From an optimization exercise on the open Yosys and OpenROAD flow, aimed at small area, a short achievable clock period and few clock cycles per item; shortcuts taken in it are not production practice.
Function was checked by simulation only, so behaviour that the tests miss may differ from the original.

==> flow/design.v, too long to show whole: its modules and the start of the top module <==
// module yuv2rgb: 1156 lines
// module fa: 4 lines
// module ha: 4 lines
// module ao: 3 lines
// module aoa: 4 lines
module yuv2rgb (
    input  wire       clk,
    input  wire       rst,
    input  wire       in_valid,
    output wire       in_ready,
    input  wire [7:0] in_y,
    input  wire [7:0] in_u,
    input  wire [7:0] in_v,
    output wire       out_valid,
    input  wire       out_ready,
    output wire [7:0] out_r,
    output wire [7:0] out_g,
    output wire [7:0] out_b,
    output wire [7:0] out_luma
);
  // ...
==> flow/flow/run.sh <==
#!/bin/bash
# Standard ORFS layout (the standard.sh), with timing repair asked to leave
# 11 ns of setup slack at the design's 16 ns clock, so that the resizer works
# on the critical paths. Clock period, I/O constraints and all other steps are
# the standard ones.
set -euo pipefail
bash standard.sh SETUP_SLACK_MARGIN=11 finish > standard_flow.log 2>&1
==> flow/standard.sh <==
#!/bin/bash
# synth_recipe.tcl (not shown) runs the flow's synth.tcl, then flattens the netlist and writes it again
# the make line also repeats each setting of config.mk as NAME=value (left out here)
make -C /OpenROAD-flow-scripts/flow DESIGN_CONFIG=/design/flow/config.mk WORK_HOME=/design/flow/orfs CLKGATE_MAP_FILE= SYNTH_SCRIPT=/design/flow/synth_recipe.tcl "${@:-finish}"
==> flow/config.mk <==
export PLATFORM = sky130hd
export DESIGN_NAME = yuv2rgb
export DESIGN_NICKNAME = yuv2rgb
export VERILOG_FILES = /design/flow/design.v
export SDC_FILE = /design/flow/constraint.sdc
export NUM_CORES = 4
export LEC_CHECK = 0
export CAP_MARGIN = 20
export CORE_MARGIN = 2
export CORE_UTILIZATION = 40
export SLEW_MARGIN = 20
export SYNTH_HIERARCHICAL = 1
export SYNTH_MINIMUM_KEEP_SIZE = 0
==> flow/constraint.sdc <==
create_clock -name core_clock -period 16.0 [get_ports {clk}]
set_input_delay 3.2000 -clock core_clock [delete_from_list [all_inputs] [get_ports {clk}]]
set_output_delay 3.2000 -clock core_clock [all_outputs]
set_load 0.01 [all_outputs]
==> impl_metrics.toml, run 1 <==
[status]
outcome = "no timing/DRC/antenna violations"

[logic_synthesis]
netlist_area_um2 = 12400
postSynth.asyncResetShare = 0
synth_area_leaders = "sky130_fd_sc_hd__fa_1 35%, sky130_fd_sc_hd__edfxtp_1 19%, sky130_fd_sc_hd__ha_1 9.5%"
postSynthAreaPerCell_um2 = 12.4
yosysWarningCount = 7
area_share_of_the_largest_cell_type_after_synthesis = 0.351
syn-num-nets = 1334
netlist.top_cell.by_area = "sky130_fd_sc_hd__fa_1"
netlist-cell-type-count = 37

[clock_tree]
ctsLongestPathBuffers = 2
clk_latency_ps = 360
htree_levels = 3
path_clk_slew_ps = 80
postCtsHoldBufs = 0
cts.sink_count = 108

[layout]
inverters = 73
postLayoutCoreUtil = 0.478
signal_buffers = 127
layout.cells.largest_class = "multi-input gates"
flow.area_growth_from_synthesis_pct = 18.0
nFillCells = 2727

[min_path]
min_path_type = "flip-flop to flip-flop"
hold_start = "s2_g[7]$_SDFFCE_PN0P_"

[sta]
setup_viol = 0
worstMarginPinSlew_ps = 833
timing_hold_violations_final = 0
post-route-period-util = 0.346

[floorplanning]
start_util = 0.406
placeableCoreArea_um2 = 30500

[placed_design]
dp_worst_setup_slack_ps = 9990

[global_route]
grt_met2_usage = 0.297
globalRouteMet1Util = 0.266

[critical_path]
timing.critical_path.to_type = "flip-flop"
worst_r2r_path_cells = 21
startpoint_type = "flip-flop"

[route]
detail_route.iter0.violations = 462
Testbench counts, summed over its fixed seeds: cycles 16,024, items 16,000.
==> run 2: changes to the inputs <==
--- a/flow/design.v
+++ b/flow/design.v
@@ -815,240 +815,330 @@
         if (rst) s2_v <= 1'b0;
         else if (adv) s2_v <= s1_v;
         if (adv) begin
             s2_r <= qr[9] ? 8'd0 : qr[8] ? 8'd255 : qr[7:0];
             s2_g <= qg[9] ? 8'd0 : qg[8] ? 8'd255 : qg[7:0];
             s2_b <= qb[9] ? 8'd0 : qb[8] ? 8'd255 : qb[7:0];
         end
     end
-wire [8:0] lp1 = {1'b0,s2_r} + {1'b0,~s2_g};
-wire [8:0] lp2 = {1'b0,s2_b} + {1'b0,~s2_g};
-wire ql_w1, ql_w2;
-ha ql_w1_ha (.a(lp1[6]), .b(~lp1[4]), .s(ql_w1), .co(ql_w2));
+wire ql_w1 = 1'b1 ^ s2_r[6] ^ ~s2_r[4];
+wire ql_w2 = (1'b1 & s2_r[6]) | (1'b1 & ~s2_r[4]) | (s2_r[6] & ~s2_r[4]);
 wire ql_w3, ql_w4;
-ha ql_w3_ha (.a(lp1[7]), .b(~lp1[5]), .s(ql_w3), .co(ql_w4));
-wire ql_w5 = 1'b1 ^ lp1[8] ^ ~lp1[6];
-wire ql_w6 = (1'b1 & lp1[8]) | (1'b1 & ~lp1[6]) | (lp1[8] & ~lp1[6]);
+ha ql_w3_ha (.a(~s2_r[2]), .b(s2_r[0]), .s(ql_w3), .co(ql_w4));
+wire ql_w5 = 1'b1 ^ s2_r[7] ^ ~s2_r[5];
+wire ql_w6 = (1'b1 & s2_r[7]) | (1'b1 & ~s2_r[5]) | (s2_r[7] & ~s2_r[5]);
 wire ql_w7, ql_w8;
-ha ql_w7_ha (.a(~lp1[4]), .b(lp1[2]), .s(ql_w7), .co(ql_w8));
-wire ql_w9 = 1'b1 ^ ~lp1[7] ^ ~lp1[5];
-wire ql_w10 = (1'b1 & ~lp1[7]) | (1'b1 & ~lp1[5]) | (~lp1[7] & ~lp1[5]);
+ha ql_w7_ha (.a(~s2_r[3]), .b(s2_r[1]), .s(ql_w7), .co(ql_w8));
+wire ql_w9 = 1'b1 ^ ~s2_r[6] ^ ~s2_r[4];
+wire ql_w10 = (1'b1 & ~s2_r[6]) | (1'b1 & ~s2_r[4]) | (~s2_r[6] & ~s2_r[4]);
 wire ql_w11, ql_w12;
-fa ql_w11_fa (.a(lp1[3]), .b(lp1[0]), .c(~lp2[7]), .s(ql_w11), .co(ql_w12));
-wire ql_w13 = 1'b1 ^ ~lp1[8] ^ ~lp1[6];
-wire ql_w14 = (1'b1 & ~lp1[8]) | (1'b1 & ~lp1[6]) | (~lp1[8] & ~lp1[6]);
+fa ql_w11_fa (.a(s2_r[2]), .b(~s2_g[7]), .c(~s2_g[5]), .s(ql_w11), .co(ql_w12));
+wire ql_w13 = 1'b1 ^ ~s2_r[7] ^ ~s2_r[5];
+wire ql_w14 = (1'b1 & ~s2_r[7]) | (1'b1 & ~s2_r[5]) | (~s2_r[7] & ~s2_r[5]);
 wire ql_w15, ql_w16;
-fa ql_w15_fa (.a(lp1[4]), .b(lp1[1]), .c(~lp2[8]), .s(ql_w15), .co(ql_w16));
-wire ql_w17, ql_w18;
-ha ql_w17_ha (.a(~lp2[4]), .b(lp2[2]), .s(ql_w17), .co(ql_w18));
-wire ql_w19 = 1'b1 ^ ~lp1[7] ^ lp1[5];
-wire ql_w20 = (1'b1 & ~lp1[7]) | (1'b1 & lp1[5]) | (~lp1[7] & lp1[5]);
+fa ql_w15_fa (.a(s2_r[3]), .b(s2_r[0]), .c(~s2_g[6]), .s(ql_w15), .co(ql_w16));
+wire ql_w17 = 1'b1 ^ ~s2_r[6] ^ s2_r[4];
+wire ql_w18 = (1'b1 & ~s2_r[6]) | (1'b1 & s2_r[4]) | (~s2_r[6] & s2_r[4]);
+wire ql_w19, ql_w20;
+ha ql_w19_ha (.a(s2_r[1]), .b(~s2_g[7]), .s(ql_w19), .co(ql_w20));
 wire ql_w21, ql_w22;
-fa ql_w21_fa (.a(lp1[2]), .b(~lp2[5]), .c(lp2[3]), .s(ql_w21), .co(ql_w22));
+fa ql_w21_fa (.a(~s2_r[7]), .b(s2_r[5]), .c(s2_r[2]), .s(ql_w21), .co(ql_w22));
 wire ql_w23, ql_w24;
-fa ql_w23_fa (.a(~lp1[8]), .b(lp1[6]), .c(lp1[3]), .s(ql_w23), .co(ql_w24));
-wire ql_w25, ql_w26;
-fa ql_w25_fa (.a(~lp1[0]), .b(~lp2[6]), .c(lp2[4]), .s(ql_w25), .co(ql_w26));
-wire ql_w27 = 1'b1 ^ lp1[7] ^ lp1[4];
-wire ql_w28 = (1'b1 & lp1[7]) | (1'b1 & lp1[4]) | (lp1[7] & lp1[4]);
-wire ql_w29, ql_w30;
-fa ql_w29_fa (.a(~lp1[1]), .b(~lp2[7]), .c(lp2[5]), .s(ql_w29), .co(ql_w30));
+fa ql_w23_fa (.a(s2_r[6]), .b(s2_r[3]), .c(~s2_r[0]), .s(ql_w23), .co(ql_w24));
+wire ql_w25 = 1'b1 ^ s2_r[7] ^ s2_r[4];
+wire ql_w26 = (1'b1 & s2_r[7]) | (1'b1 & s2_r[4]) | (s2_r[7] & s2_r[4]);
+wire ql_w27, ql_w28;
+ha ql_w27_ha (.a(~s2_r[1]), .b(s2_g[5]), .s(ql_w27), .co(ql_w28));
+wire ql_w29 = 1'b1 ^ s2_r[5] ^ ~s2_r[2];
+wire ql_w30 = (1'b1 & s2_r[5]) | (1'b1 & ~s2_r[2]) | (s2_r[5] & ~s2_r[2]);
 wire ql_w31, ql_w32;
-fa ql_w31_fa (.a(lp1[8]), .b(lp1[5]), .c(~lp1[2]), .s(ql_w31), .co(ql_w32));
-wire ql_w33, ql_w34;
-fa ql_w33_fa (.a(lp1[0]), .b(~lp2[8]), .c(lp2[6]), .s(ql_w33), .co(ql_w34));
+ha ql_w31_ha (.a(s2_r[0]), .b(s2_g[6]), .s(ql_w31), .co(ql_w32));
+wire ql_w33 = 1'b1 ^ s2_r[6] ^ ~s2_r[3];
+wire ql_w34 = (1'b1 & s2_r[6]) | (1'b1 & ~s2_r[3]) | (s2_r[6] & ~s2_r[3]);
 wire ql_w35, ql_w36;
-fa ql_w35_fa (.a(lp1[6]), .b(~lp1[3]), .c(lp1[1]), .s(ql_w35), .co(ql_w36));
+fa ql_w35_fa (.a(s2_r[1]), .b(s2_g[7]), .c(~s2_g[4]), .s(ql_w35), .co(ql_w36));
 wire ql_w37, ql_w38;
-ha ql_w37_ha (.a(lp2[7]), .b(lp2[5]), .s(ql_w37), .co(ql_w38));
-wire ql_w39, ql_w40;
-fa ql_w39_fa (.a(lp1[7]), .b(~lp1[4]), .c(lp1[2]), .s(ql_w39), .co(ql_w40));
+ha ql_w37_ha (.a(~s2_g[2]), .b(s2_g[0]), .s(ql_w37), .co(ql_w38));
+wire ql_w39 = 1'b1 ^ s2_r[7] ^ ~s2_r[4];
+wire ql_w40 = (1'b1 & s2_r[7]) | (1'b1 & ~s2_r[4]) | (s2_r[7] & ~s2_r[4]);
 wire ql_w41, ql_w42;
-fa ql_w41_fa (.a(lp1[0]), .b(lp2[8]), .c(lp2[6]), .s(ql_w41), .co(ql_w42));
+fa ql_w41_fa (.a(s2_r[2]), .b(s2_r[0]), .c(~s2_g[5]), .s(ql_w41), .co(ql_w42));
 wire ql_w43, ql_w44;
-fa ql_w43_fa (.a(lp1[8]), .b(~lp1[5]), .c(lp1[3]), .s(ql_w43), .co(ql_w44));
+ha ql_w43_ha (.a(~s2_g[3]), .b(s2_g[1]), .s(ql_w43), .co(ql_w44));
 wire ql_w45, ql_w46;
-ha ql_w45_ha (.a(lp1[1]), .b(lp2[7]), .s(ql_w45), .co(ql_w46));
-wire ql_w47 = 1'b1 ^ s2_g[0] ^ ~lp1[6];
-wire ql_w48 = (1'b1 & s2_g[0]) | (1'b1 & ~lp1[6]) | (s2_g[0] & ~lp1[6]);
+fa ql_w45_fa (.a(~s2_r[5]), .b(s2_r[3]), .c(s2_r[1]), .s(ql_w45), .co(ql_w46));
+wire ql_w47, ql_w48;
+fa ql_w47_fa (.a(~s2_g[6]), .b(~s2_g[4]), .c(s2_g[2]), .s(ql_w47), .co(ql_w48));
 wire ql_w49, ql_w50;
-fa ql_w49_fa (.a(lp1[4]), .b(lp1[2]), .c(lp2[8]), .s(ql_w49), .co(ql_w50));
-wire ql_w51 = 1'b1 ^ s2_g[1] ^ ~lp1[7];
-wire ql_w52 = (1'b1 & s2_g[1]) | (1'b1 & ~lp1[7]) | (s2_g[1] & ~lp1[7]);
+fa ql_w49_fa (.a(~s2_r[6]), .b(s2_r[4]), .c(s2_r[2]), .s(ql_w49), .co(ql_w50));
+wire ql_w51 = 1'b1 ^ ~s2_r[7];
+wire ql_w52 = 1'b1 & ~s2_r[7];
 wire ql_w53, ql_w54;
-ha ql_w53_ha (.a(lp1[5]), .b(lp1[3]), .s(ql_w53), .co(ql_w54));
-wire ql_w55 = 1'b1 ^ s2_g[2] ^ ~lp1[8];
-wire ql_w56 = (1'b1 & s2_g[2]) | (1'b1 & ~lp1[8]) | (s2_g[2] & ~lp1[8]);
+fa ql_w53_fa (.a(s2_g[7]), .b(~s2_g[5]), .c(~s2_g[3]), .s(ql_w53), .co(ql_w54));
+wire ql_w55, ql_w56;
+ha ql_w55_ha (.a(s2_g[1]), .b(s2_b[7]), .s(ql_w55), .co(ql_w56));
 wire ql_w57, ql_w58;
-ha ql_w57_ha (.a(lp1[6]), .b(lp1[4]), .s(ql_w57), .co(ql_w58));
+fa ql_w57_fa (.a(~s2_g[6]), .b(~s2_g[4]), .c(s2_g[2]), .s(ql_w57), .co(ql_w58));
 wire ql_w59, ql_w60;
-fa ql_w59_fa (.a(~lp1[2]), .b(lp1[0]), .c(lp2[8]), .s(ql_w59), .co(ql_w60));
+fa ql_w59_fa (.a(~s2_b[5]), .b(~s2_b[1]), .c(ql_w5), .s(ql_w59), .co(ql_w60));
 wire ql_w61, ql_w62;
-fa ql_w61_fa (.a(~lp1[3]), .b(lp1[1]), .c(~lp2[5]), .s(ql_w61), .co(ql_w62));
+ha ql_w61_ha (.a(ql_w7), .b(ql_w2), .s(ql_w61), .co(ql_w62));
 wire ql_w63, ql_w64;
-ha ql_w63_ha (.a(~lp2[1]), .b(ql_w3), .s(ql_w63), .co(ql_w64));
+fa ql_w63_fa (.a(s2_g[3]), .b(s2_g[0]), .c(~s2_b[6]), .s(ql_w63), .co(ql_w64));
 wire ql_w65, ql_w66;
-fa ql_w65_fa (.a(~lp2[6]), .b(~lp2[2]), .c(lp2[0]), .s(ql_w65), .co(ql_w66));
+fa ql_w65_fa (.a(~s2_b[2]), .b(s2_b[0]), .c(ql_w9), .s(ql_w65), .co(ql_w66));
 wire ql_w67, ql_w68;
-fa ql_w67_fa (.a(ql_w5), .b(ql_w7), .c(ql_w4), .s(ql_w67), .co(ql_w68));
+fa ql_w67_fa (.a(ql_w11), .b(ql_w6), .c(ql_w8), .s(ql_w67), .co(ql_w68));
 wire ql_w69, ql_w70;
-fa ql_w69_fa (.a(~lp2[3]), .b(lp2[1]), .c(ql_w9), .s(ql_w69), .co(ql_w70));
+fa ql_w69_fa (.a(s2_g[4]), .b(s2_g[1]), .c(~s2_b[7]), .s(ql_w69), .co(ql_w70));
 wire ql_w71, ql_w72;
-fa ql_w71_fa (.a(ql_w11), .b(ql_w6), .c(ql_w8), .s(ql_w71), .co(ql_w72));
+fa ql_w71_fa (.a(~s2_b[3]), .b(s2_b[1]), .c(ql_w13), .s(ql_w71), .co(ql_w72));
 wire ql_w73, ql_w74;
-fa ql_w73_fa (.a(lp2[0]), .b(ql_w13), .c(ql_w15), .s(ql_w73), .co(ql_w74));
+fa ql_w73_fa (.a(ql_w15), .b(ql_w10), .c(ql_w12), .s(ql_w73), .co(ql_w74));
 wire ql_w75, ql_w76;
-fa ql_w75_fa (.a(ql_w17), .b(ql_w10), .c(ql_w12), .s(ql_w75), .co(ql_w76));
+fa ql_w75_fa (.a(s2_g[5]), .b(s2_g[2]), .c(~s2_b[4]), .s(ql_w75), .co(ql_w76));
 wire ql_w77, ql_w78;
-fa ql_w77_fa (.a(lp2[1]), .b(ql_w19), .c(ql_w21), .s(ql_w77), .co(ql_w78));
+fa ql_w77_fa (.a(s2_b[2]), .b(s2_b[0]), .c(ql_w17), .s(ql_w77), .co(ql_w78));
 wire ql_w79, ql_w80;
-fa ql_w79_fa (.a(ql_w14), .b(ql_w16), .c(ql_w18), .s(ql_w79), .co(ql_w80));
+fa ql_w79_fa (.a(ql_w19), .b(ql_w14), .c(ql_w16), .s(ql_w79), .co(ql_w80));
 wire ql_w81, ql_w82;
-fa ql_w81_fa (.a(lp2[2]), .b(~lp2[0]), .c(ql_w23), .s(ql_w81), .co(ql_w82));
+fa ql_w81_fa (.a(s2_g[6]), .b(s2_g[3]), .c(~s2_g[0]), .s(ql_w81), .co(ql_w82));
 wire ql_w83, ql_w84;
-fa ql_w83_fa (.a(ql_w25), .b(ql_w20), .c(ql_w22), .s(ql_w83), .co(ql_w84));
+fa ql_w83_fa (.a(~s2_b[5]), .b(s2_b[3]), .c(s2_b[1]), .s(ql_w83), .co(ql_w84));
 wire ql_w85, ql_w86;
-fa ql_w85_fa (.a(lp2[3]), .b(~lp2[1]), .c(ql_w27), .s(ql_w85), .co(ql_w86));
+fa ql_w85_fa (.a(ql_w21), .b(ql_w18), .c(ql_w20), .s(ql_w85), .co(ql_w86));
 wire ql_w87, ql_w88;
-fa ql_w87_fa (.a(ql_w29), .b(ql_w24), .c(ql_w26), .s(ql_w87), .co(ql_w88));
+fa ql_w87_fa (.a(s2_g[7]), .b(s2_g[4]), .c(~s2_g[1]), .s(ql_w87), .co(ql_w88));
 wire ql_w89, ql_w90;
-fa ql_w89_fa (.a(lp2[4]), .b(~lp2[2]), .c(ql_w31), .s(ql_w89), .co(ql_w90));
+fa ql_w89_fa (.a(~s2_b[6]), .b(s2_b[4]), .c(s2_b[2]), .s(ql_w89), .co(ql_w90));
 wire ql_w91, ql_w92;
-fa ql_w91_fa (.a(ql_w33), .b(ql_w28), .c(ql_w30), .s(ql_w91), .co(ql_w92));
+fa ql_w91_fa (.a(~s2_b[0]), .b(ql_w23), .c(ql_w22), .s(ql_w91), .co(ql_w92));
 wire ql_w93, ql_w94;
-fa ql_w93_fa (.a(~lp2[3]), .b(lp2[0]), .c(ql_w35), .s(ql_w93), .co(ql_w94));
+fa ql_w93_fa (.a(~s2_g[2]), .b(~s2_g[0]), .c(~s2_b[7]), .s(ql_w93), .co(ql_w94));
 wire ql_w95, ql_w96;
-fa ql_w95_fa (.a(ql_w37), .b(ql_w32), .c(ql_w34), .s(ql_w95), .co(ql_w96));
+fa ql_w95_fa (.a(s2_b[5]), .b(s2_b[3]), .c(~s2_b[1]), .s(ql_w95), .co(ql_w96));
 wire ql_w97, ql_w98;
-fa ql_w97_fa (.a(~lp2[4]), .b(lp2[1]), .c(ql_w39), .s(ql_w97), .co(ql_w98));
+fa ql_w97_fa (.a(ql_w25), .b(ql_w27), .c(ql_w24), .s(ql_w97), .co(ql_w98));
 wire ql_w99, ql_w100;
-fa ql_w99_fa (.a(ql_w41), .b(ql_w36), .c(ql_w38), .s(ql_w99), .co(ql_w100));
+fa ql_w99_fa (.a(~s2_g[3]), .b(~s2_g[1]), .c(s2_b[6]), .s(ql_w99), .co(ql_w100));
 wire ql_w101, ql_w102;
-fa ql_w101_fa (.a(~lp2[5]), .b(lp2[2]), .c(ql_w43), .s(ql_w101), .co(ql_w102));
+fa ql_w101_fa (.a(s2_b[4]), .b(~s2_b[2]), .c(ql_w29), .s(ql_w101), .co(ql_w102));
 wire ql_w103, ql_w104;
-fa ql_w103_fa (.a(ql_w45), .b(ql_w40), .c(ql_w42), .s(ql_w103), .co(ql_w104));
+fa ql_w103_fa (.a(ql_w31), .b(ql_w26), .c(ql_w28), .s(ql_w103), .co(ql_w104));
 wire ql_w105, ql_w106;
-fa ql_w105_fa (.a(~lp2[6]), .b(lp2[3]), .c(ql_w47), .s(ql_w105), .co(ql_w106));
+fa ql_w105_fa (.a(s2_b[7]), .b(s2_b[5]), .c(~s2_b[3]), .s(ql_w105), .co(ql_w106));
 wire ql_w107, ql_w108;
-fa ql_w107_fa (.a(ql_w49), .b(ql_w44), .c(ql_w46), .s(ql_w107), .co(ql_w108));
+fa ql_w107_fa (.a(s2_b[0]), .b(ql_w33), .c(ql_w35), .s(ql_w107), .co(ql_w108));
 wire ql_w109, ql_w110;
-fa ql_w109_fa (.a(~lp2[7]), .b(lp2[4]), .c(ql_w51), .s(ql_w109), .co(ql_w110));
+fa ql_w109_fa (.a(ql_w37), .b(ql_w30), .c(ql_w32), .s(ql_w109), .co(ql_w110));
 wire ql_w111, ql_w112;
-fa ql_w111_fa (.a(ql_w53), .b(ql_w48), .c(ql_w50), .s(ql_w111), .co(ql_w112));
+fa ql_w111_fa (.a(s2_b[6]), .b(~s2_b[4]), .c(s2_b[1]), .s(ql_w111), .co(ql_w112));
 wire ql_w113, ql_w114;
-fa ql_w113_fa (.a(~lp2[8]), .b(lp2[5]), .c(ql_w55), .s(ql_w113), .co(ql_w114));
+fa ql_w113_fa (.a(ql_w39), .b(ql_w41), .c(ql_w43), .s(ql_w113), .co(ql_w114));
 wire ql_w115, ql_w116;
-fa ql_w115_fa (.a(ql_w57), .b(ql_w52), .c(ql_w54), .s(ql_w115), .co(ql_w116));
+fa ql_w115_fa (.a(ql_w34), .b(ql_w36), .c(ql_w38), .s(ql_w115), .co(ql_w116));
 wire ql_w117, ql_w118;
-fa ql_w117_fa (.a(s2_g[3]), .b(lp1[7]), .c(lp1[5]), .s(ql_w117), .co(ql_w118));
+fa ql_w117_fa (.a(s2_g[0]), .b(s2_b[7]), .c(~s2_b[5]), .s(ql_w117), .co(ql_w118));
 wire ql_w119, ql_w120;
-fa ql_w119_fa (.a(lp2[6]), .b(ql_w56), .c(ql_w58), .s(ql_w119), .co(ql_w120));
+fa ql_w119_fa (.a(s2_b[2]), .b(ql_w45), .c(ql_w47), .s(ql_w119), .co(ql_w120));
 wire ql_w121, ql_w122;
-fa ql_w121_fa (.a(s2_g[4]), .b(lp1[8]), .c(lp1[6]), .s(ql_w121), .co(ql_w122));
+fa ql_w121_fa (.a(ql_w40), .b(ql_w42), .c(ql_w44), .s(ql_w121), .co(ql_w122));
 wire ql_w123, ql_w124;
-ha ql_w123_ha (.a(~lp2[4]), .b(~lp2[0]), .s(ql_w123), .co(ql_w124));
+fa ql_w123_fa (.a(~s2_g[7]), .b(~s2_g[5]), .c(s2_g[3]), .s(ql_w123), .co(ql_w124));
 wire ql_w125, ql_w126;
-fa ql_w125_fa (.a(ql_w2), .b(ql_w61), .c(ql_w63), .s(ql_w125), .co(ql_w126));
+fa ql_w125_fa (.a(s2_g[1]), .b(~s2_b[6]), .c(s2_b[3]), .s(ql_w125), .co(ql_w126));
 wire ql_w127, ql_w128;
-fa ql_w127_fa (.a(ql_w65), .b(ql_w67), .c(ql_w62), .s(ql_w127), .co(ql_w128));
+fa ql_w127_fa (.a(ql_w49), .b(ql_w46), .c(ql_w48), .s(ql_w127), .co(ql_w128));
 wire ql_w129, ql_w130;
-fa ql_w129_fa (.a(ql_w69), .b(ql_w71), .c(ql_w66), .s(ql_w129), .co(ql_w130));
+fa ql_w129_fa (.a(s2_r[5]), .b(s2_r[3]), .c(~s2_g[6]), .s(ql_w129), .co(ql_w130));
 wire ql_w131, ql_w132;
-fa ql_w131_fa (.a(ql_w73), .b(ql_w75), .c(ql_w70), .s(ql_w131), .co(ql_w132));
+fa ql_w131_fa (.a(s2_g[4]), .b(s2_g[2]), .c(~s2_b[7]), .s(ql_w131), .co(ql_w132));
 wire ql_w133, ql_w134;
-fa ql_w133_fa (.a(ql_w77), .b(ql_w79), .c(ql_w74), .s(ql_w133), .co(ql_w134));
-wire ql_w135, ql_w136;
-fa ql_w135_fa (.a(ql_w81), .b(ql_w83), .c(ql_w78), .s(ql_w135), .co(ql_w136));
+fa ql_w133_fa (.a(s2_b[4]), .b(ql_w51), .c(ql_w50), .s(ql_w133), .co(ql_w134));
+wire ql_w135 = 1'b1 ^ s2_r[6] ^ s2_r[4];
+wire ql_w136 = (1'b1 & s2_r[6]) | (1'b1 & s2_r[4]) | (s2_r[6] & s2_r[4]);
 wire ql_w137, ql_w138;
-fa ql_w137_fa (.a(ql_w85), .b(ql_w87), .c(ql_w82), .s(ql_w137), .co(ql_w138));
+fa ql_w137_fa (.a(~s2_g[7]), .b(s2_g[5]), .c(s2_g[3]), .s(ql_w137), .co(ql_w138));
 wire ql_w139, ql_w140;
-fa ql_w139_fa (.a(ql_w89), .b(ql_w91), .c(ql_w86), .s(ql_w139), .co(ql_w140));
-wire ql_w141, ql_w142;
-fa ql_w141_fa (.a(ql_w93), .b(ql_w95), .c(ql_w90), .s(ql_w141), .co(ql_w142));
+ha ql_w139_ha (.a(s2_b[5]), .b(ql_w52), .s(ql_w139), .co(ql_w140));
+wire ql_w141 = 1'b1 ^ s2_r[7] ^ s2_r[5];
+wire ql_w142 = (1'b1 & s2_r[7]) | (1'b1 & s2_r[5]) | (s2_r[7] & s2_r[5]);
 wire ql_w143, ql_w144;
-fa ql_w143_fa (.a(ql_w97), .b(ql_w99), .c(ql_w94), .s(ql_w143), .co(ql_w144));
+ha ql_w143_ha (.a(s2_g[6]), .b(s2_g[4]), .s(ql_w143), .co(ql_w144));
 wire ql_w145, ql_w146;
-fa ql_w145_fa (.a(ql_w101), .b(ql_w103), .c(ql_w98), .s(ql_w145), .co(ql_w146));
+fa ql_w145_fa (.a(~s2_b[4]), .b(~s2_b[0]), .c(ql_w1), .s(ql_w145), .co(ql_w146));
 wire ql_w147, ql_w148;
-fa ql_w147_fa (.a(ql_w105), .b(ql_w107), .c(ql_w102), .s(ql_w147), .co(ql_w148));
+fa ql_w147_fa (.a(ql_w4), .b(ql_w57), .c(ql_w59), .s(ql_w147), .co(ql_w148));
 wire ql_w149, ql_w150;
-fa ql_w149_fa (.a(ql_w109), .b(ql_w111), .c(ql_w106), .s(ql_w149), .co(ql_w150));
+ha ql_w149_ha (.a(ql_w61), .b(ql_w54), .s(ql_w149), .co(ql_w150));
 wire ql_w151, ql_w152;
-fa ql_w151_fa (.a(ql_w113), .b(ql_w115), .c(ql_w110), .s(ql_w151), .co(ql_w152));
+fa ql_w151_fa (.a(ql_w63), .b(ql_w65), .c(ql_w67), .s(ql_w151), .co(ql_w152));
 wire ql_w153, ql_w154;
-fa ql_w153_fa (.a(ql_w117), .b(ql_w119), .c(ql_w114), .s(ql_w153), .co(ql_w154));
+fa ql_w153_fa (.a(ql_w58), .b(ql_w60), .c(ql_w62), .s(ql_w153), .co(ql_w154));
 wire ql_w155, ql_w156;
-fa ql_w155_fa (.a(lp2[7]), .b(ql_w121), .c(ql_w118), .s(ql_w155), .co(ql_w156));
+fa ql_w155_fa (.a(ql_w69), .b(ql_w71), .c(ql_w73), .s(ql_w155), .co(ql_w156));
 wire ql_w157, ql_w158;
-fa ql_w157_fa (.a(s2_g[5]), .b(lp1[7]), .c(lp2[8]), .s(ql_w157), .co(ql_w158));
+fa ql_w157_fa (.a(ql_w64), .b(ql_w66), .c(ql_w68), .s(ql_w157), .co(ql_w158));
 wire ql_w159, ql_w160;
-ha ql_w159_ha (.a(ql_w1), .b(ql_w59), .s(ql_w159), .co(ql_w160));
+fa ql_w159_fa (.a(ql_w75), .b(ql_w77), .c(ql_w79), .s(ql_w159), .co(ql_w160));
 wire ql_w161, ql_w162;
-fa ql_w161_fa (.a(ql_w60), .b(ql_w125), .c(ql_w124), .s(ql_w161), .co(ql_w162));
+fa ql_w161_fa (.a(ql_w70), .b(ql_w72), .c(ql_w74), .s(ql_w161), .co(ql_w162));
 wire ql_w163, ql_w164;
-fa ql_w163_fa (.a(ql_w64), .b(ql_w127), .c(ql_w126), .s(ql_w163), .co(ql_w164));
+fa ql_w163_fa (.a(ql_w81), .b(ql_w83), .c(ql_w85), .s(ql_w163), .co(ql_w164));
 wire ql_w165, ql_w166;
-fa ql_w165_fa (.a(ql_w68), .b(ql_w129), .c(ql_w128), .s(ql_w165), .co(ql_w166));
+fa ql_w165_fa (.a(ql_w76), .b(ql_w78), .c(ql_w80), .s(ql_w165), .co(ql_w166));
 wire ql_w167, ql_w168;
-fa ql_w167_fa (.a(ql_w72), .b(ql_w131), .c(ql_w130), .s(ql_w167), .co(ql_w168));
+fa ql_w167_fa (.a(ql_w87), .b(ql_w89), .c(ql_w91), .s(ql_w167), .co(ql_w168));
 wire ql_w169, ql_w170;
-fa ql_w169_fa (.a(ql_w76), .b(ql_w133), .c(ql_w132), .s(ql_w169), .co(ql_w170));
+fa ql_w169_fa (.a(ql_w82), .b(ql_w84), .c(ql_w86), .s(ql_w169), .co(ql_w170));
 wire ql_w171, ql_w172;
-fa ql_w171_fa (.a(ql_w80), .b(ql_w135), .c(ql_w134), .s(ql_w171), .co(ql_w172));
+fa ql_w171_fa (.a(ql_w93), .b(ql_w95), .c(ql_w97), .s(ql_w171), .co(ql_w172));
 wire ql_w173, ql_w174;
-fa ql_w173_fa (.a(ql_w84), .b(ql_w137), .c(ql_w136), .s(ql_w173), .co(ql_w174));
+fa ql_w173_fa (.a(ql_w88), .b(ql_w90), .c(ql_w92), .s(ql_w173), .co(ql_w174));
 wire ql_w175, ql_w176;
-fa ql_w175_fa (.a(ql_w88), .b(ql_w139), .c(ql_w138), .s(ql_w175), .co(ql_w176));
+fa ql_w175_fa (.a(ql_w99), .b(ql_w101), .c(ql_w103), .s(ql_w175), .co(ql_w176));
 wire ql_w177, ql_w178;
-fa ql_w177_fa (.a(ql_w92), .b(ql_w141), .c(ql_w140), .s(ql_w177), .co(ql_w178));
+fa ql_w177_fa (.a(ql_w94), .b(ql_w96), .c(ql_w98), .s(ql_w177), .co(ql_w178));
 wire ql_w179, ql_w180;
-fa ql_w179_fa (.a(ql_w96), .b(ql_w143), .c(ql_w142), .s(ql_w179), .co(ql_w180));
+fa ql_w179_fa (.a(ql_w105), .b(ql_w107), .c(ql_w109), .s(ql_w179), .co(ql_w180));
 wire ql_w181, ql_w182;
-fa ql_w181_fa (.a(ql_w100), .b(ql_w145), .c(ql_w144), .s(ql_w181), .co(ql_w182));
+fa ql_w181_fa (.a(ql_w100), .b(ql_w102), .c(ql_w104), .s(ql_w181), .co(ql_w182));
 wire ql_w183, ql_w184;
-fa ql_w183_fa (.a(ql_w104), .b(ql_w147), .c(ql_w146), .s(ql_w183), .co(ql_w184));
+fa ql_w183_fa (.a(ql_w111), .b(ql_w113), .c(ql_w115), .s(ql_w183), .co(ql_w184));
 wire ql_w185, ql_w186;
-fa ql_w185_fa (.a(ql_w108), .b(ql_w149), .c(ql_w148), .s(ql_w185), .co(ql_w186));
+fa ql_w185_fa (.a(ql_w106), .b(ql_w108), .c(ql_w110), .s(ql_w185), .co(ql_w186));
 wire ql_w187, ql_w188;
-fa ql_w187_fa (.a(ql_w112), .b(ql_w151), .c(ql_w150), .s(ql_w187), .co(ql_w188));
+fa ql_w187_fa (.a(ql_w117), .b(ql_w119), .c(ql_w121), .s(ql_w187), .co(ql_w188));
 wire ql_w189, ql_w190;
-fa ql_w189_fa (.a(ql_w116), .b(ql_w153), .c(ql_w152), .s(ql_w189), .co(ql_w190));
+fa ql_w189_fa (.a(ql_w112), .b(ql_w114), .c(ql_w116), .s(ql_w189), .co(ql_w190));
 wire ql_w191, ql_w192;
-fa ql_w191_fa (.a(ql_w120), .b(ql_w155), .c(ql_w154), .s(ql_w191), .co(ql_w192));
+fa ql_w191_fa (.a(ql_w123), .b(ql_w125), .c(ql_w127), .s(ql_w191), .co(ql_w192));
 wire ql_w193, ql_w194;
-fa ql_w193_fa (.a(ql_w122), .b(ql_w157), .c(ql_w156), .s(ql_w193), .co(ql_w194));
+fa ql_w193_fa (.a(ql_w118), .b(ql_w120), .c(ql_w122), .s(ql_w193), .co(ql_w194));
 wire ql_w195, ql_w196;
-fa ql_w195_fa (.a(s2_g[6]), .b(lp1[8]), .c(ql_w158), .s(ql_w195), .co(ql_w196));
-wire ql_w197 = 1'b1 ^ s2_g[7];
-wire ql_w198 = 1'b1 & s2_g[7];
-wire ql_f1 = ql_w123 & ql_w159;
-wire ql_f2 = ql_w123 | ql_w159;
-wire ql_f3 = ql_w161 & ql_w160;
-wire ql_f4 = ql_w161 | ql_w160;
-wire ql_f5 = ql_w163 & ql_w162;
-wire ql_f6 = ql_w163 | ql_w162;
-wire ql_f7 = ql_w165 & ql_w164;
-wire ql_f8 = ql_w165 | ql_w164;
-wire ql_f9 = ql_w167 & ql_w166;
-wire ql_f10 = ql_w167 | ql_w166;
-wire ql_f11 = ql_w169 & ql_w168;
-wire ql_f12 = ql_w169 | ql_w168;
-wire ql_f13 = ql_w171 & ql_w170;
-wire ql_f14 = ql_w171 | ql_w170;
-wire ql_f15 = ql_w173 & ql_w172;
-wire ql_f16 = ql_w173 | ql_w172;
-wire ql_f17 = ql_w175 & ql_w174;
-wire ql_f18 = ql_w175 | ql_w174;
-wire ql_f19 = ql_w177 & ql_w176;
-wire ql_f20 = ql_w177 | ql_w176;
-wire ql_f21 = ql_w179 & ql_w178;
-wire ql_f22 = ql_w179 | ql_w178;
-wire ql_f23 = ql_w181 & ql_w180;
-wire ql_f24 = ql_w181 | ql_w180;
+fa ql_w195_fa (.a(ql_w129), .b(ql_w131), .c(ql_w133), .s(ql_w195), .co(ql_w196));
+wire ql_w197, ql_w198;
+fa ql_w197_fa (.a(ql_w124), .b(ql_w126), .c(ql_w128), .s(ql_w197), .co(ql_w198));
+wire ql_w199, ql_w200;
+fa ql_w199_fa (.a(ql_w135), .b(ql_w137), .c(ql_w139), .s(ql_w199), .co(ql_w200));
+wire ql_w201, ql_w202;
+fa ql_w201_fa (.a(ql_w130), .b(ql_w132), .c(ql_w134), .s(ql_w201), .co(ql_w202));
+wire ql_w203, ql_w204;
+fa ql_w203_fa (.a(s2_b[6]), .b(ql_w141), .c(ql_w143), .s(ql_w203), .co(ql_w204));
+wire ql_w205, ql_w206;
+fa ql_w205_fa (.a(ql_w136), .b(ql_w138), .c(ql_w140), .s(ql_w205), .co(ql_w206));
+wire ql_w207, ql_w208;
+fa ql_w207_fa (.a(s2_r[6]), .b(s2_g[7]), .c(s2_g[5]), .s(ql_w207), .co(ql_w208));
+wire ql_w209, ql_w210;
+fa ql_w209_fa (.a(s2_b[7]), .b(ql_w142), .c(ql_w144), .s(ql_w209), .co(ql_w210));
+wire ql_w211 = 1'b1 ^ s2_r[7];
+wire ql_w212 = 1'b1 & s2_r[7];
+wire ql_w213, ql_w214;
+ha ql_w213_ha (.a(ql_w3), .b(ql_w53), .s(ql_w213), .co(ql_w214));
+wire ql_w215, ql_w216;
+fa ql_w215_fa (.a(ql_w56), .b(ql_w147), .c(ql_w149), .s(ql_w215), .co(ql_w216));
+wire ql_w217, ql_w218;
+fa ql_w217_fa (.a(ql_w151), .b(ql_w153), .c(ql_w148), .s(ql_w217), .co(ql_w218));
+wire ql_w219, ql_w220;
+fa ql_w219_fa (.a(ql_w155), .b(ql_w157), .c(ql_w152), .s(ql_w219), .co(ql_w220));
+wire ql_w221, ql_w222;
+fa ql_w221_fa (.a(ql_w159), .b(ql_w161), .c(ql_w156), .s(ql_w221), .co(ql_w222));
+wire ql_w223, ql_w224;
+fa ql_w223_fa (.a(ql_w163), .b(ql_w165), .c(ql_w160), .s(ql_w223), .co(ql_w224));
+wire ql_w225, ql_w226;
+fa ql_w225_fa (.a(ql_w167), .b(ql_w169), .c(ql_w164), .s(ql_w225), .co(ql_w226));
+wire ql_w227, ql_w228;
+fa ql_w227_fa (.a(ql_w171), .b(ql_w173), .c(ql_w168), .s(ql_w227), .co(ql_w228));
+wire ql_w229, ql_w230;
+fa ql_w229_fa (.a(ql_w175), .b(ql_w177), .c(ql_w172), .s(ql_w229), .co(ql_w230));
+wire ql_w231, ql_w232;
+fa ql_w231_fa (.a(ql_w179), .b(ql_w181), .c(ql_w176), .s(ql_w231), .co(ql_w232));
+wire ql_w233, ql_w234;
+fa ql_w233_fa (.a(ql_w183), .b(ql_w185), .c(ql_w180), .s(ql_w233), .co(ql_w234));
+wire ql_w235, ql_w236;
+fa ql_w235_fa (.a(ql_w187), .b(ql_w189), .c(ql_w184), .s(ql_w235), .co(ql_w236));
+wire ql_w237, ql_w238;
+fa ql_w237_fa (.a(ql_w191), .b(ql_w193), .c(ql_w188), .s(ql_w237), .co(ql_w238));
+wire ql_w239, ql_w240;
+fa ql_w239_fa (.a(ql_w195), .b(ql_w197), .c(ql_w192), .s(ql_w239), .co(ql_w240));
+wire ql_w241, ql_w242;
+fa ql_w241_fa (.a(ql_w199), .b(ql_w201), .c(ql_w196), .s(ql_w241), .co(ql_w242));
+wire ql_w243, ql_w244;
+fa ql_w243_fa (.a(ql_w203), .b(ql_w205), .c(ql_w200), .s(ql_w243), .co(ql_w244));
+wire ql_w245, ql_w246;
+fa ql_w245_fa (.a(ql_w207), .b(ql_w209), .c(ql_w204), .s(ql_w245), .co(ql_w246));
+wire ql_w247, ql_w248;
+fa ql_w247_fa (.a(s2_g[6]), .b(ql_w211), .c(ql_w208), .s(ql_w247), .co(ql_w248));
+wire ql_w249 = 1'b1 ^ s2_g[7];
+wire ql_w250 = 1'b1 & s2_g[7];
+wire ql_w251, ql_w252;
+ha ql_w251_ha (.a(ql_w55), .b(ql_w145), .s(ql_w251), .co(ql_w252));
+wire ql_w253, ql_w254;
+fa ql_w253_fa (.a(ql_w146), .b(ql_w215), .c(ql_w214), .s(ql_w253), .co(ql_w254));
+wire ql_w255, ql_w256;
+fa ql_w255_fa (.a(ql_w150), .b(ql_w217), .c(ql_w216), .s(ql_w255), .co(ql_w256));
+wire ql_w257, ql_w258;
+fa ql_w257_fa (.a(ql_w154), .b(ql_w219), .c(ql_w218), .s(ql_w257), .co(ql_w258));
+wire ql_w259, ql_w260;
+fa ql_w259_fa (.a(ql_w158), .b(ql_w221), .c(ql_w220), .s(ql_w259), .co(ql_w260));
+wire ql_w261, ql_w262;
+fa ql_w261_fa (.a(ql_w162), .b(ql_w223), .c(ql_w222), .s(ql_w261), .co(ql_w262));
+wire ql_w263, ql_w264;
+fa ql_w263_fa (.a(ql_w166), .b(ql_w225), .c(ql_w224), .s(ql_w263), .co(ql_w264));
+wire ql_w265, ql_w266;
+fa ql_w265_fa (.a(ql_w170), .b(ql_w227), .c(ql_w226), .s(ql_w265), .co(ql_w266));
+wire ql_w267, ql_w268;
+fa ql_w267_fa (.a(ql_w174), .b(ql_w229), .c(ql_w228), .s(ql_w267), .co(ql_w268));
+wire ql_w269, ql_w270;
+fa ql_w269_fa (.a(ql_w178), .b(ql_w231), .c(ql_w230), .s(ql_w269), .co(ql_w270));
+wire ql_w271, ql_w272;
+fa ql_w271_fa (.a(ql_w182), .b(ql_w233), .c(ql_w232), .s(ql_w271), .co(ql_w272));
+wire ql_w273, ql_w274;
+fa ql_w273_fa (.a(ql_w186), .b(ql_w235), .c(ql_w234), .s(ql_w273), .co(ql_w274));
+wire ql_w275, ql_w276;
+fa ql_w275_fa (.a(ql_w190), .b(ql_w237), .c(ql_w236), .s(ql_w275), .co(ql_w276));
+wire ql_w277, ql_w278;
+fa ql_w277_fa (.a(ql_w194), .b(ql_w239), .c(ql_w238), .s(ql_w277), .co(ql_w278));
+wire ql_w279, ql_w280;
+fa ql_w279_fa (.a(ql_w198), .b(ql_w241), .c(ql_w240), .s(ql_w279), .co(ql_w280));
+wire ql_w281, ql_w282;
+fa ql_w281_fa (.a(ql_w202), .b(ql_w243), .c(ql_w242), .s(ql_w281), .co(ql_w282));
+wire ql_w283, ql_w284;
+fa ql_w283_fa (.a(ql_w206), .b(ql_w245), .c(ql_w244), .s(ql_w283), .co(ql_w284));
+wire ql_w285, ql_w286;
+fa ql_w285_fa (.a(ql_w210), .b(ql_w247), .c(ql_w246), .s(ql_w285), .co(ql_w286));
+wire ql_w287, ql_w288;
+fa ql_w287_fa (.a(ql_w212), .b(ql_w249), .c(ql_w248), .s(ql_w287), .co(ql_w288));
+wire ql_w289 = 1'b1 ^ ql_w250;
+wire ql_w290 = 1'b1 & ql_w250;
+wire ql_f1 = ql_w213 & ql_w251;
+wire ql_f2 = ql_w213 | ql_w251;
+wire ql_f3 = ql_w253 & ql_w252;
+wire ql_f4 = ql_w253 | ql_w252;
+wire ql_f5 = ql_w255 & ql_w254;
+wire ql_f6 = ql_w255 | ql_w254;
+wire ql_f7 = ql_w257 & ql_w256;
+wire ql_f8 = ql_w257 | ql_w256;
+wire ql_f9 = ql_w259 & ql_w258;
+wire ql_f10 = ql_w259 | ql_w258;
+wire ql_f11 = ql_w261 & ql_w260;
+wire ql_f12 = ql_w261 | ql_w260;
+wire ql_f13 = ql_w263 & ql_w262;
+wire ql_f14 = ql_w263 | ql_w262;
+wire ql_f15 = ql_w265 & ql_w264;
+wire ql_f16 = ql_w265 | ql_w264;
+wire ql_f17 = ql_w267 & ql_w266;
+wire ql_f18 = ql_w267 | ql_w266;
+wire ql_f19 = ql_w269 & ql_w268;
+wire ql_f20 = ql_w269 | ql_w268;
+wire ql_f21 = ql_w271 & ql_w270;
+wire ql_f22 = ql_w271 | ql_w270;
+wire ql_f23 = ql_w273 & ql_w272;
+wire ql_f24 = ql_w273 | ql_w272;
 wire ql_f25;
 ao ql_f25_m (.g1(ql_f3), .p1(ql_f4), .g0(ql_f1), .g(ql_f25));
 wire ql_f26, ql_f27;
 aoa ql_f26_m (.g1(ql_f7), .p1(ql_f8), .g0(ql_f5), .p0(ql_f6), .g(ql_f26), .p(ql_f27));
 wire ql_f28, ql_f29;
 aoa ql_f28_m (.g1(ql_f11), .p1(ql_f12), .g0(ql_f9), .p0(ql_f10), .g(ql_f28), .p(ql_f29));
 wire ql_f30, ql_f31;
 aoa ql_f30_m (.g1(ql_f15), .p1(ql_f16), .g0(ql_f13), .p0(ql_f14), .g(ql_f30), .p(ql_f31));
@@ -1061,32 +1151,32 @@
 wire ql_f37, ql_f38;
 aoa ql_f37_m (.g1(ql_f30), .p1(ql_f31), .g0(ql_f28), .p0(ql_f29), .g(ql_f37), .p(ql_f38));
 wire ql_f39, ql_f40;
 aoa ql_f39_m (.g1(ql_f34), .p1(ql_f35), .g0(ql_f32), .p0(ql_f33), .g(ql_f39), .p(ql_f40));
 wire ql_f41;
 ao ql_f41_m (.g1(ql_f37), .p1(ql_f38), .g0(ql_f36), .g(ql_f41));
 wire ql_f42;
 ao ql_f42_m (.g1(ql_f39), .p1(ql_f40), .g0(ql_f41), .g(ql_f42));
-wire ql_f43 = ql_w183 & ql_w182;
-wire ql_f44 = ql_w183 ^ ql_w182;
-wire ql_f45 = ql_w185 & ql_w184;
-wire ql_f46 = ql_w185 ^ ql_w184;
-wire ql_f47 = ql_w187 & ql_w186;
-wire ql_f48 = ql_w187 ^ ql_w186;
-wire ql_f49 = ql_w189 & ql_w188;
-wire ql_f50 = ql_w189 ^ ql_w188;
-wire ql_f51 = ql_w191 & ql_w190;
-wire ql_f52 = ql_w191 ^ ql_w190;
-wire ql_f53 = ql_w193 & ql_w192;
-wire ql_f54 = ql_w193 ^ ql_w192;
-wire ql_f55 = ql_w195 & ql_w194;
-wire ql_f56 = ql_w195 ^ ql_w194;
-wire ql_f57 = ql_w197 & ql_w196;
-wire ql_f58 = ql_w197 ^ ql_w196;
+wire ql_f43 = ql_w275 & ql_w274;
+wire ql_f44 = ql_w275 ^ ql_w274;
+wire ql_f45 = ql_w277 & ql_w276;
+wire ql_f46 = ql_w277 ^ ql_w276;
+wire ql_f47 = ql_w279 & ql_w278;
+wire ql_f48 = ql_w279 ^ ql_w278;
+wire ql_f49 = ql_w281 & ql_w280;
+wire ql_f50 = ql_w281 ^ ql_w280;
+wire ql_f51 = ql_w283 & ql_w282;
+wire ql_f52 = ql_w283 ^ ql_w282;
+wire ql_f53 = ql_w285 & ql_w284;
+wire ql_f54 = ql_w285 ^ ql_w284;
+wire ql_f55 = ql_w287 & ql_w286;
+wire ql_f56 = ql_w287 ^ ql_w286;
+wire ql_f57 = ql_w289 & ql_w288;
+wire ql_f58 = ql_w289 ^ ql_w288;
 wire ql_f59, ql_f60;
 aoa ql_f59_m (.g1(ql_f45), .p1(ql_f46), .g0(ql_f43), .p0(ql_f44), .g(ql_f59), .p(ql_f60));
 wire ql_f61, ql_f62;
 aoa ql_f61_m (.g1(ql_f47), .p1(ql_f48), .g0(ql_f45), .p0(ql_f46), .g(ql_f61), .p(ql_f62));
 wire ql_f63, ql_f64;
 aoa ql_f63_m (.g1(ql_f49), .p1(ql_f50), .g0(ql_f47), .p0(ql_f48), .g(ql_f63), .p(ql_f64));
 wire ql_f65, ql_f66;
 aoa ql_f65_m (.g1(ql_f51), .p1(ql_f52), .g0(ql_f49), .p0(ql_f50), .g(ql_f65), .p(ql_f66));
==> flow/run.sh (new file) <==
#!/bin/bash
# synth_recipe.tcl (not shown) runs the flow's synth.tcl, then flattens the netlist and writes it again
# the make line also repeats each setting of config.mk as NAME=value (left out here)
make -C /OpenROAD-flow-scripts/flow DESIGN_CONFIG=/design/flow/config.mk WORK_HOME=/design/flow/orfs CLKGATE_MAP_FILE= SYNTH_SCRIPT=/design/flow/synth_recipe.tcl finish
removed: flow/flow/run.sh
removed: flow/standard.sh
==> run 2 against run 1 <==
Effect of this change: clock skew increased by 1.6 ps; global-route usage decreased by 0.24 points; setup slack improved by 210 ps; register-to-register slack improved by 210 ps; die area increased by 1.7%; non-clock buffer count decreased by 60; critical endpoint is now s2_g[4]$_SDFFCE_PN0P_.
==> impl_metrics.toml, run 2 <==
[clock_tree]
post_cts_buffers = 0
tritoncts = "done"
cts_inserted_buffers = 9
quantity_of_gates_resized_following_cts = 0
htree_levels = 3
clockRootBuffer = "sky130_fd_sc_hd__clkbuf_16"
clk_latency_ps = 360
path_clk_slew_ps = 70
cts.sink_count = 108
ctsLongestPathBuffers = 2
postCtsHoldBufs = 0

[route]
detail_route.wirelength_um = 27700
topRoutingLayerUsed = "met4"
detail_route.iter0.violations = 353
drc = 0
detail_route.wirelength.met1_um = 12900
viasPerCell = 5.06
met2_length_um = 13300
final_routed_wire_length_divided_by_cell_count_um = 19.3
vias = 7263
route.met3.wl_um = 1220
drt_pass1_iterations = 6
final_antenna_net_count = 0

[critical_path]
cp_common_cell = "sky130_fd_sc_hd__fa_1"
path_class = "flip-flop to flip-flop"
worst_r2r_path_cells = 13
worst-path-buf-inv = 1
timing.critical_path.to_type = "flip-flop"
worst_path_dominant_cell_family = "adder cells"
critical_path.cell_chain = "inv_1, fa_1, fa_1, fa_1, fa_1, or2_2, and2_1, and2_1, a21o_1, a21o_1, a21o_1, xor2_1, a21boi_0"
timing.critical_path.depth = 13
startpoint_type = "flip-flop"
slowest_delay_ps = 620
worstPathRequired_ps = 16080
critPathArrivalTime_ps = 5410
critical_path.slowest_cell = "sky130_fd_sc_hd__edfxtp_1"
cp_max_fo = 10
setup.reg_to_reg.worst_slack_ps = 10670

[logic_synthesis]
postSynth.asyncResetShare = 0
netlist.top_cell.by_area = "sky130_fd_sc_hd__fa_1"
netlist_area_um2 = 12600
synth.cells.most_frequent = "252 x sky130_fd_sc_hd__fa_1, 150 x sky130_fd_sc_hd__a21o_1, 141 x sky130_fd_sc_hd__and2_1, 87 x sky130_fd_sc_hd__ha_1, 81 x sky130_fd_sc_hd__inv_1"
netlist-cell-type-count = 24
yosysWarningCount = 7
synthesis.instances = 959
synthMostInstantiatedCell = "sky130_fd_sc_hd__fa_1"
synth_seq_area_share = 0.235
synth_seq_cells = 108
syn-num-nets = 1326
main_flop_type_after_synthesis = "sky130_fd_sc_hd__edfxtp_1"
area_share_of_the_largest_cell_type_after_synthesis = 0.401
postSynthAreaPerCell_um2 = 13.1
synth_area_leaders = "sky130_fd_sc_hd__fa_1 40%, sky130_fd_sc_hd__edfxtp_1 19%, sky130_fd_sc_hd__a21o_1 8.9%"
synth_enable_flop_cells = 80

[layout]
area_taken_by_multi_input_logic_gates_um2 = 9280
commonest_cells_after_routing_fill_and_taps_aside = "252 x sky130_fd_sc_hd__fa_1, 150 x sky130_fd_sc_hd__a21o_1, 141 x sky130_fd_sc_hd__and2_1"
sequential_cell_area_um2 = 2960
most_common_cell_after_layout_fill_and_taps_aside = "sky130_fd_sc_hd__fa_1"
share_of_cells_above_drive_strength_1 = 0.0809
num-nets-final = 1400
flow.area_growth_from_synthesis_pct = 10.9
diode_insertion_count_for_antenna_repair = 0
nFillCells = 2756

[sta]
timing.final.crit_period_ps = 5330
fin_worst_hold_slack_ps = 456
totalNegativeSetupSlack_ps = 0
slew_headroom = 0.471
grt_setup_unrepaired = "false"
max_freq_ghz = 0.188
worstMarginPinSlew_ps = 794
final-max-slew-violation-count = 0
post-route-period-util = 0.333
setup_viol = 0
clock-skew-final_ps = 13.8
timing_hold_violations_final = 0

[flow_run]
maximum_capacitance_violations = 0

[floorplanning]
rows = 64
floorplan.die_area_um2 = 32900
top_level_ports = 62
die-height_um = 181
start_util = 0.408
horizontal_extent_of_the_die_um = 181
placeableCoreArea_um2 = 30800

[placed_design]
hpwl_um = 22800
gpl.final_weighted_congestion = 0.896
io_buffer_count = 61

[global_route]
grt_overflow = 0
number_of_antenna_violations_at_the_first_check_in_global_routing = 0
grt.total_usage = 0.184
pin_count_of_the_biggest_net_entering_global_routing = 86
grt_pass1_vias = 8289
grt_first_pass_wirelength_um = 46100

[status]
outcome = "no timing/DRC/antenna violations"

[min_path]
min_path_type = "flip-flop to flip-flop"
hold_path_depth = 2
[run 2: cell types whose count changed after synthesis, moves of 7 or more]
cell,change
sky130_fd_sc_hd__fa_1,+35
sky130_fd_sc_hd__mux2_2,-18
sky130_fd_sc_hd__mux2_4,+18
sky130_fd_sc_hd__xnor2_1,-14
sky130_fd_sc_hd__a21oi_1,-9
sky130_fd_sc_hd__inv_1,+8
sky130_fd_sc_hd__ha_1,-7
[run 2: logic make-up (layout without fill, tap and decap cells)]
kind of cell    after synthesis  count (layout)  share of synthesized area
compound gates              176             176                      0.102
xor+xnor                     38              38                     0.0264
fa+ha+maj                   339             339                      0.487
buf+inv                      85             164                     0.0286
flops                       108             108                      0.235
mux                          25              25                     0.0276
simple gates                188             188                     0.0931
[run 2: worst register-to-register path: cells and delay by family, from the launching register on]
| kind | cells | cell delay [ps] |
|---|---|---|
| buf+inv | 1 | 390 |
| flops | 1 | 620 |
| fa+ha+maj | 4 | 2100 |
| simple gates | 3 | 620 |
| xor+xnor | 1 | 400 |
| compound gates | 4 | 920 |
[run 2: worst paths after layout]
path	startpoint	endpoint
min	s2_v$_SDFFE_PP0P_	s3_v$_SDFFE_PP0P_
min reg2reg	s2_v$_SDFFE_PP0P_	s3_v$_SDFFE_PP0P_
max	s1_u[7]$_DFFE_PP_	s2_g[4]$_SDFFCE_PN0P_
max reg2reg	s1_u[7]$_DFFE_PP_	s2_g[4]$_SDFFCE_PN0P_
[run 2: metal layers]
metal  vias up  track usage
met4         0       0.0354
met3        18       0.0303
li1       3333            -
met5         -            0
met1      3767        0.261
met2       145        0.303
[run 2: per-stage QoR]
| stage | cell area, um^2 | std cells | worst slack [ps] | utilization |
|---|---|---|---|---|
| 5_1_grt | 14000 | 1434 | 10270 | 0.453 |
| 6_report | 14000 | 1434 | 10670 | 0.453 |
| 3_3_place_gp | 13700 | 1418 | 10680 | 0.444 |
| 2_1_floorplan | 12600 | 959 | 11150 | - |
| 4_1_cts | 14000 | 1434 | 10590 | 0.453 |
| 3_5_place_dp | 13700 | 1418 | 10590 | 0.444 |
[run 2: final cells by class]
cell class,count,area share
clock inverter,6,0.00278
tap,396,0.0355
clock buffer,10,0.0164
multi-input combinational,766,0.664
inverter,81,0.0218
sequential,108,0.212
timing repair buffer,67,0.0472
[run 2: per-module statistics from Yosys (local to each module, per instance)]
module / cells inside / area [um^2] / times used
ao: 1 / 7.51 / 48
yuv2rgb: 420 / 5350 / 1
ha: 1 / 12.5 / 35
fa: 1 / 20.0 / 252
aoa: 2 / 13.8 / 102
Testbench counts of run 2, summed over its fixed seeds: cycles 16,024, items 16,000.
==> run 3: changes to the inputs <==
==> flow/flow/run.sh (new file) <==
#!/bin/bash
# Standard ORFS layout (the standard.sh), with timing repair asked to leave
# 11 ns of setup slack at the design's 16 ns clock, so that the resizer works
# on the critical paths. Clock period, I/O constraints and all other steps are
# the standard ones.
set -euo pipefail
bash standard.sh SETUP_SLACK_MARGIN=11 finish > standard_flow.log 2>&1
==> flow/standard.sh (new file) <==
#!/bin/bash
# synth_recipe.tcl (not shown) runs the flow's synth.tcl, then flattens the netlist and writes it again
# the make line also repeats each setting of config.mk as NAME=value (left out here)
make -C /OpenROAD-flow-scripts/flow DESIGN_CONFIG=/design/flow/config.mk WORK_HOME=/design/flow/orfs CLKGATE_MAP_FILE= SYNTH_SCRIPT=/design/flow/synth_recipe.tcl "${@:-finish}"
removed: flow/run.sh
==> run 3 against run 2 <==
Effect of this change: highest routed layer unchanged; first-iteration DRC count increased by 19%; sequential cell count unchanged; via count increased by 3.7%; largest cell class unchanged; routed wire length increased by 5.0%; critical endpoint is now s3_l[7]$_DFFE_PP_; critical path depth increased by 1; sequential share of layout area decreased by 0.78 points; synthesized cell count unchanged; hold slack got worse by 1.3 ps; register-to-register slack improved by 460 ps; still clean on timing, DRC and antenna.
==> impl_metrics.toml, run 3 <==
[critical_path]
critPathArrivalTime_ps = 4990
cp_max_fo = 8
setup.reg_to_reg.worst_slack_ps = 11130
timing.critical_path.to_type = "flip-flop"
startpoint_type = "flip-flop"
worstPathRequired_ps = 16120
path_class = "flip-flop to flip-flop"

[placed_design]
hpwl_um = 22800
dp_worst_setup_slack_ps = 10590
gpl.final_weighted_congestion = 0.896
io_buffer_count = 61
placed_cells = 1418

[route]
detail_route.wirelength.met1_um = 13100
viasPerCell = 5.03
drt_pass1_iterations = 4
detail_route.iter0.violations = 419
met2_length_um = 14000
detail_route.wirelength_um = 29100
final_antenna_net_count = 0
drc = 0
final_routed_wire_length_divided_by_cell_count_um = 19.4
route.met3.wl_um = 1770
topRoutingLayerUsed = "met4"
vias = 7532

[clock_tree]
clk_latency_ps = 360
postCtsHoldBufs = 0
cts_inserted_buffers = 9
path_clk_slew_ps = 80
htree_levels = 3
ctsLongestPathBuffers = 2
clockRootBuffer = "sky130_fd_sc_hd__clkbuf_16"
tritoncts = "done"
cts.sink_count = 108

[sta]
totalNegativeSetupSlack_ps = 0
post-route-period-util = 0.304
final-max-slew-violation-count = 0
worstMarginPinSlew_ps = 796
timing_hold_violations_final = 0
clock-skew-final_ps = 12.2
max_freq_ghz = 0.205
timing.final.crit_period_ps = 4870
timing.final.ws_setup_ps = 11130
grt_setup_unrepaired = "false"
slew_headroom = 0.469
setup_viol = 0

[floorplanning]
top_level_ports = 62
die-height_um = 181
floorplan.die_area_um2 = 32900
horizontal_extent_of_the_die_um = 181
rows = 64
start_util = 0.408
placeableCoreArea_um2 = 30800

[logic_synthesis]
synth_seq_cells = 108
yosysWarningCount = 7
area_share_of_the_largest_cell_type_after_synthesis = 0.401
synthesis.instances = 959
netlist.top_cell.by_area = "sky130_fd_sc_hd__fa_1"
synth_enable_flop_cells = 80
synth_seq_area_share = 0.235
postSynthAreaPerCell_um2 = 13.1
netlist_area_um2 = 12600
postSynth.asyncResetShare = 0
synth.cells.most_frequent = "252 x sky130_fd_sc_hd__fa_1, 150 x sky130_fd_sc_hd__a21o_1, 141 x sky130_fd_sc_hd__and2_1, 87 x sky130_fd_sc_hd__ha_1, 81 x sky130_fd_sc_hd__inv_1"
synth_area_leaders = "sky130_fd_sc_hd__fa_1 40%, sky130_fd_sc_hd__edfxtp_1 19%, sky130_fd_sc_hd__a21o_1 8.9%"
main_flop_type_after_synthesis = "sky130_fd_sc_hd__edfxtp_1"
synthMostInstantiatedCell = "sky130_fd_sc_hd__fa_1"
syn-num-nets = 1326
netlist-cell-type-count = 24

[layout]
flow.area_growth_from_synthesis_pct = 15.1
nFillCells = 2726
share_of_cells_above_drive_strength_1 = 0.149
area_taken_by_multi_input_logic_gates_um2 = 9300
most_common_cell_after_layout_fill_and_taps_aside = "sky130_fd_sc_hd__fa_1"
stdcell_count = 1496
diode_insertion_count_for_antenna_repair = 0
postLayoutCoreUtil = 0.470
commonest_cells_after_routing_fill_and_taps_aside = "251 x sky130_fd_sc_hd__fa_1, 149 x sky130_fd_sc_hd__a21o_1, 141 x sky130_fd_sc_hd__and2_1"
sequential_cell_area_um2 = 2960
num-nets-final = 1462

[global_route]
grt_pass1_vias = 8450
grt_first_pass_wirelength_um = 47300
grt_overflow = 0
pin_count_of_the_biggest_net_entering_global_routing = 86
grt.total_usage = 0.190
number_of_antenna_violations_at_the_first_check_in_global_routing = 0

[min_path]
min_path_type = "flip-flop to flip-flop"

[status]
outcome = "no timing/DRC/antenna violations"

[flow_run]
maximum_capacitance_violations = 0
## run 3: cell counts after synthesis
No cell type changed its count.
## run 3: cell type report
type,instances,area share
clock buffer,10,0.0158
inverter,81,0.0237
multi-input combinational,766,0.642
sequential,108,0.204
clock inverter,6,0.00268
tap,396,0.0342
timing repair buffer,129,0.0776
## run 3: kinds of logic after synthesis
logic type,share of synthesized area
buffers and inverters,0.0286
flip-flops,0.235
XOR/XNOR,0.0264
adder cells (fa/ha/maj),0.487
AND/OR/NAND/NOR,0.0931
AO/OA/AOI/OAI,0.102
multiplexers,0.0276
## run 3: path summary, 6_finish.rpt
kind                          from           endpoint  depth (start not counted)
min              s2_v$_SDFFE_PP0P_  s3_v$_SDFFE_PP0P_                          2
min reg2reg      s2_v$_SDFFE_PP0P_  s3_v$_SDFFE_PP0P_                          2
max          s2_r[6]$_SDFFCE_PP0P_  s3_l[7]$_DFFE_PP_                         14
max reg2reg  s2_r[6]$_SDFFCE_PP0P_  s3_l[7]$_DFFE_PP_                         14
## run 3: Yosys stat by module (local to each module, per instance)
| module | cell area [um^2] | times used | flops+latches |
|---|---|---|---|
| yuv2rgb | 5350 | 1 | 108 |
| fa | 20.0 | 252 | 0 |
| ha | 12.5 | 35 | 0 |
| ao | 7.51 | 48 | 0 |
| aoa | 13.8 | 102 | 0 |
## run 3: routing by layer
layer	vias up	GRT usage
met5	-	0
li1	3464	-
met1	3847	0.265
met3	20	0.0417
met4	0	0.0377
met2	201	0.309
## run 3: timing repair
item / CTS / global route
endpoints found under the setup margin: 16 / 23
buffers inserted: 36 / 26
gates resized for setup: 8 / 12
pin swaps: 0 / 9
## run 3: worst max-delay path: stages, from the launching register on
cell and delay, ps:
sky130_fd_sc_hd__edfxtp_1 440, sky130_fd_sc_hd__buf_4 180, sky130_fd_sc_hd__fa_1 510, sky130_fd_sc_hd__fa_1 550
sky130_fd_sc_hd__fa_1 440, sky130_fd_sc_hd__fa_1 560, sky130_fd_sc_hd__fa_2 450, sky130_fd_sc_hd__or2_2 270
sky130_fd_sc_hd__and2_1 150, sky130_fd_sc_hd__and2_1 150, sky130_fd_sc_hd__a21o_1 210, sky130_fd_sc_hd__a21o_4 270
sky130_fd_sc_hd__a21o_1 190, sky130_fd_sc_hd__xnor2_2 130, sky130_fd_sc_hd__xnor2_1 120
## run 3: stage by stage
stage                     hold slack, ps  area (um^2)
final                                455        14500
after global routing                 485        14500
after CTS                            464        14300
after detailed placement             451        13700
after global placement               444        13700
after floorplan                      419        12600

[static timing again, ports no longer ideal]
How much do the figures lean on ideal ports? The routed layouts below were timed once more, with nothing changed but the port constraints. Step 1, drivers: a clkbuf_16 drives clk and a buf_2 each remaining input, both assumed. Step 2, shift: input delay + t, output delay - t, t = (earliest + latest rising clock arrival at the registers) / 2. This alone moves slack from input paths to output paths. Slacks: ideal ports / drivers / drivers and shift; pairs: ideal ports / drivers.
| run | t, ns | setup slack, ns | worst slew at a driven data input, ns |
|---|---|---|---|
| run 1 | 0.400 | 10.456 / 10.456 / 10.456 | 0.04 |
| run 2 | 0.405 | 10.671 / 10.671 / 10.671 | 0.05 |
| run 3 | 0.405 | 11.128 / 11.121 / 11.128 | 0.05 |
After both steps setup and hold are still met in every run listed.
